This design comes from an exercise in tuning for small area, a short achievable clock period and few clock cycles per item on the open sky130 flow, not from production work.
Where RTL was checked, it was by simulation tests only, not by an equivalence proof against the original.
Power and IR drop assume default switching activity.

Design npu, start of the top module:
module npu (
    input  wire        clk,
    input  wire        rst,
    input  wire        req_valid,
    output wire        req_ready,
    input  wire [7:0]  req_op,
    input  wire [63:0] req_idx,
    input  wire [63:0] req_src,
    output wire        rsp_valid,
    input  wire        rsp_ready,
    output wire [63:0] rsp_dst,
    output wire        rsp_err
);
Settings: LEC_CHECK=0, CAP_MARGIN=20, CORE_MARGIN=2, CORE_UTILIZATION=40, SETUP_SLACK_MARGIN=3.0, SLEW_MARGIN=20; clock period 6.0 ns.
standard.sh (not shown) runs the stock make flow with config.mk's settings and CLKGATE_MAP_FILE= SYNTH_SCRIPT=/design/flow/synth_recipe.tcl, a recipe that flattens the netlist after the stock synthesis.
==> flow/flow/run.sh <==
#!/bin/bash
# Standard ORFS layout, with the port buffers made from the smallest buffer.
set -euo pipefail
export BUFFER_PORTS_ARGS="-buffer_cell sky130_fd_sc_hd__buf_1"
bash standard.sh > standard.log 2>&1
Testbench counts at the start, summed over its fixed seeds: cycles 10,682, items 8,000.
Then changed:
==> flow/run.sh (new file) <==
#!/bin/bash
# synth_recipe.tcl (not shown) runs the flow's synth.tcl, then flattens the netlist and writes it again
# the make line also repeats each setting of config.mk as NAME=value (left out here)
make -C /OpenROAD-flow-scripts/flow DESIGN_CONFIG=/design/flow/config.mk WORK_HOME=/design/flow/orfs CLKGATE_MAP_FILE= SYNTH_SCRIPT=/design/flow/synth_recipe.tcl finish
Settings changed: SETUP_SLACK_MARGIN 3.0 to default.
removed: flow/flow/run.sh
removed: flow/standard.sh
Die area stays the same.
Synthesized area stays the same.
Fmax goes down by 16%.
Clock skew is about the same.
Clock power goes up by about 0.8%.


## before
Another version of the RTL of npu (not shown whole).
For scale: about 9900 um^2 of cells after synthesis.
clock: 6.0 ns
lec_check: 0
cap_margin: 20
core_margin: 2
core_utilization: 40
setup_slack_margin: 3.4
slew_margin: 20
==> flow/flow/run.sh <==
#!/bin/bash
# Standard ORFS layout, with the port buffers made from the smallest buffer.
set -euo pipefail
export BUFFER_PORTS_ARGS="-buffer_cell sky130_fd_sc_hd__buf_1"
bash standard.sh > standard.log 2>&1
Edits applied to the flow inputs when going from before to after:
Settings: a change of SETUP_SLACK_MARGIN from 3.4 to 3.2.
--- outcome ---
after closes out successfully: all stages finished, all timing, DRC and antenna checks passed. Between after and before, number of antenna cells inserted is lower for after, before comes in above that. Cmp after vs before: final critical path time including I/O delays and setup higher in after. Per the comparison of after with before, wire length closely matched the old numbers; multi-input combinational cell area climbed about 0.34%. Ratio of routed vias to standard cells: after vs before, no meaningful difference.
No run of this note included a check of the RTL's function; only the layout flow was run.


npu with an RTL version that a note above also has.
Size: about 600 cells after synthesis, about 66 flip-flops, about 210 I/O pins.
==> flow/config.mk <==
export PLATFORM = sky130hd
export DESIGN_NAME = npu
export DESIGN_NICKNAME = npu
export VERILOG_FILES = /design/flow/design.v
export SDC_FILE = /design/flow/constraint.sdc
export NUM_CORES = 4
export LEC_CHECK = 0
export CAP_MARGIN = 20
export CORE_MARGIN = 2
export CORE_UTILIZATION = 40
export SETUP_SLACK_MARGIN = 3.5
export SLEW_MARGIN = 20
==> flow/constraint.sdc <==
create_clock -name core_clock -period 6.0 [get_ports {clk}]
set_input_delay 1.2000 -clock core_clock [delete_from_list [all_inputs] [get_ports {clk}]]
set_output_delay 1.2000 -clock core_clock [all_outputs]
set_load 0.01 [all_outputs]
Scripts as last shown in full above: flow/flow/run.sh
Testbench counts at the start, summed over its fixed seeds: cycles 10,682, items 8,000.
Edit:
SETUP_SLACK_MARGIN = unset   (was 3.5)
The new run completed without violations.
Sequential power is about the same.
Worst hold slack is better by 0.0044 ns.
Count of clock-buffer cells in the layout went up by 1.


npu, a different RTL version from the one above (not shown whole).
For scale: roughly 600 cells after synthesis, about 67 flip-flops, about 210 I/O pins.
export LEC_CHECK = 0
export CAP_MARGIN = 20
export CORE_MARGIN = 2
export CORE_UTILIZATION = 40
export SETUP_SLACK_MARGIN = 3.3
export SLEW_MARGIN = 20
create_clock -name core_clock -period 6.0 [get_ports {clk}]
Scripts as last shown in full above: flow/flow/run.sh
Testbench counts at the start, summed over its fixed seeds: cycles 10,682, items 8,000.
Edit:
==> flow/flow/run.sh (replaced) <==
#!/bin/bash
# The standard layout (standard.sh), with these changes after synthesis:
#  - the port buffers are made from the smallest buffer;
#  - the delay cells are not used, so that timing repair sizes buffers up
#    to real buffers rather than to delay cells of the same footprint;
#  - clock tree synthesis uses clkbuf_8 and inserts no dummy loads.
set -euo pipefail
bash standard.sh synth > synth.log 2>&1
export BUFFER_PORTS_ARGS="-buffer_cell sky130_fd_sc_hd__buf_1"
export DONT_USE_CELLS="sky130_fd_sc_hd__clkdlybuf4s15_1 sky130_fd_sc_hd__clkdlybuf4s15_2 sky130_fd_sc_hd__clkdlybuf4s18_1 sky130_fd_sc_hd__clkdlybuf4s18_2 sky130_fd_sc_hd__clkdlybuf4s25_1 sky130_fd_sc_hd__clkdlybuf4s25_2 sky130_fd_sc_hd__clkdlybuf4s50_1 sky130_fd_sc_hd__clkdlybuf4s50_2 sky130_fd_sc_hd__dlygate4sd1_1 sky130_fd_sc_hd__dlygate4sd2_1 sky130_fd_sc_hd__dlygate4sd3_1 sky130_fd_sc_hd__dlymetal6s2s_1 sky130_fd_sc_hd__dlymetal6s4s_1 sky130_fd_sc_hd__dlymetal6s6s_1"
export CTS_ARGS="-sink_clustering_enable -repair_clock_nets -buf_list sky130_fd_sc_hd__clkbuf_8 -dont_use_dummy_load"
bash standard.sh > standard.log 2>&1
Non-clock buffer count is unchanged.
Count of clock-buffer cells in the layout came out lower by 2.
Cell count came out lower by 0.88%.
Combinational power is about the same.
Total power came out lower by 13%.
Worst hold slack improved by 3.0 ps.
Wire length hardly moves.
Edit:
--- a/flow/config.mk
+++ b/flow/config.mk
@@ -9,4 +9,4 @@
 export CORE_MARGIN = 2
 export CORE_UTILIZATION = 40
-export SETUP_SLACK_MARGIN = 3.3
+export SETUP_SLACK_MARGIN = 3.1
 export SLEW_MARGIN = 20
What happened: Power is about the same; final area came out higher by 0.41%; worst setup slack gets worse by 43 ps; critical path depth does not change; sequential cell count does not change; routed wire length came out lower by 0.45%; non-clock buffer count came out lower by 4.
Edit:
==> flow/flow/run.sh (replaced) <==
#!/bin/bash
# Standard ORFS layout, with the port buffers made from the smallest buffer.
set -euo pipefail
export BUFFER_PORTS_ARGS="-buffer_cell sky130_fd_sc_hd__buf_1"
bash standard.sh > standard.log 2>&1
--- a/flow/config.mk
+++ b/flow/config.mk
@@ -9,4 +9,5 @@
 export CORE_MARGIN = 2
 export CORE_UTILIZATION = 40
-export SETUP_SLACK_MARGIN = 3.1
+export CTS_BUF_LIST = sky130_fd_sc_hd__clkbuf_8
+export SETUP_SLACK_MARGIN = 3.3
 export SLEW_MARGIN = 20
Effect: Worst setup slack improves by 43 ps; clock skew went down by 13 ps; hold slack gets better by 4.9 ps; sequential power stays flat; combinational power came out higher by about 0.8%; total power rises by 5.4%; die area stays the same.

-- what the ideal ports hide --
No port has a modelled driver above. Below, the same layouts with a new extraction and two added sets of constraints. Step 1 assumes that a clkbuf_16 drives the clock port and a buf_2 every other input. Step 2 times the ports against the registers' clock, not the clock port: input delays grow and output delays shrink by t, the midpoint of the rising clock arrivals with the driver on. Three values: ideal, step 1, step 2; two values: the first two.
| run | shift t [ns] | setup WS [ns] | clock arrival spread, ns |
|---|---|---|---|
| the first run of note 1 | 0.388 | 3.007 / 2.984 / 2.635 | 0.009 / 0.009 |
| the second run of note 1 | 0.390 | 2.432 / 2.401 / 2.125 | 0.011 / 0.011 |
| before | 0.387 | 3.129 / 3.098 / 3.012 | 0.009 / 0.009 |
| after | 0.391 | 3.119 / 3.087 / 2.863 | 0.012 / 0.012 |
| the first run of note 3 | 0.396 | 3.126 / 3.093 / 3.093 | 0.011 / 0.010 |
| the second run of note 3 | 0.390 | 2.778 / 2.750 / 2.533 | 0.013 / 0.013 |
| the first run of note 4 | 0.386 | 3.174 / 3.127 / 2.940 | 0.011 / 0.011 |
| the second run of note 4 | 0.400 | 3.174 / 3.127 / 2.906 | 0.031 / 0.032 |
| the third run of note 4 | 0.407 | 3.130 / 3.110 / 2.784 | 0.027 / 0.027 |
| the fourth run of note 4 | 0.421 | 3.174 / 3.127 / 2.903 | 0.020 / 0.020 |
After both steps setup and hold are still met in every run listed. For the first run of note 1, which loses most, drivers alone change the setup slack by -0.023 ns; drivers and shift together by -0.372 ns.
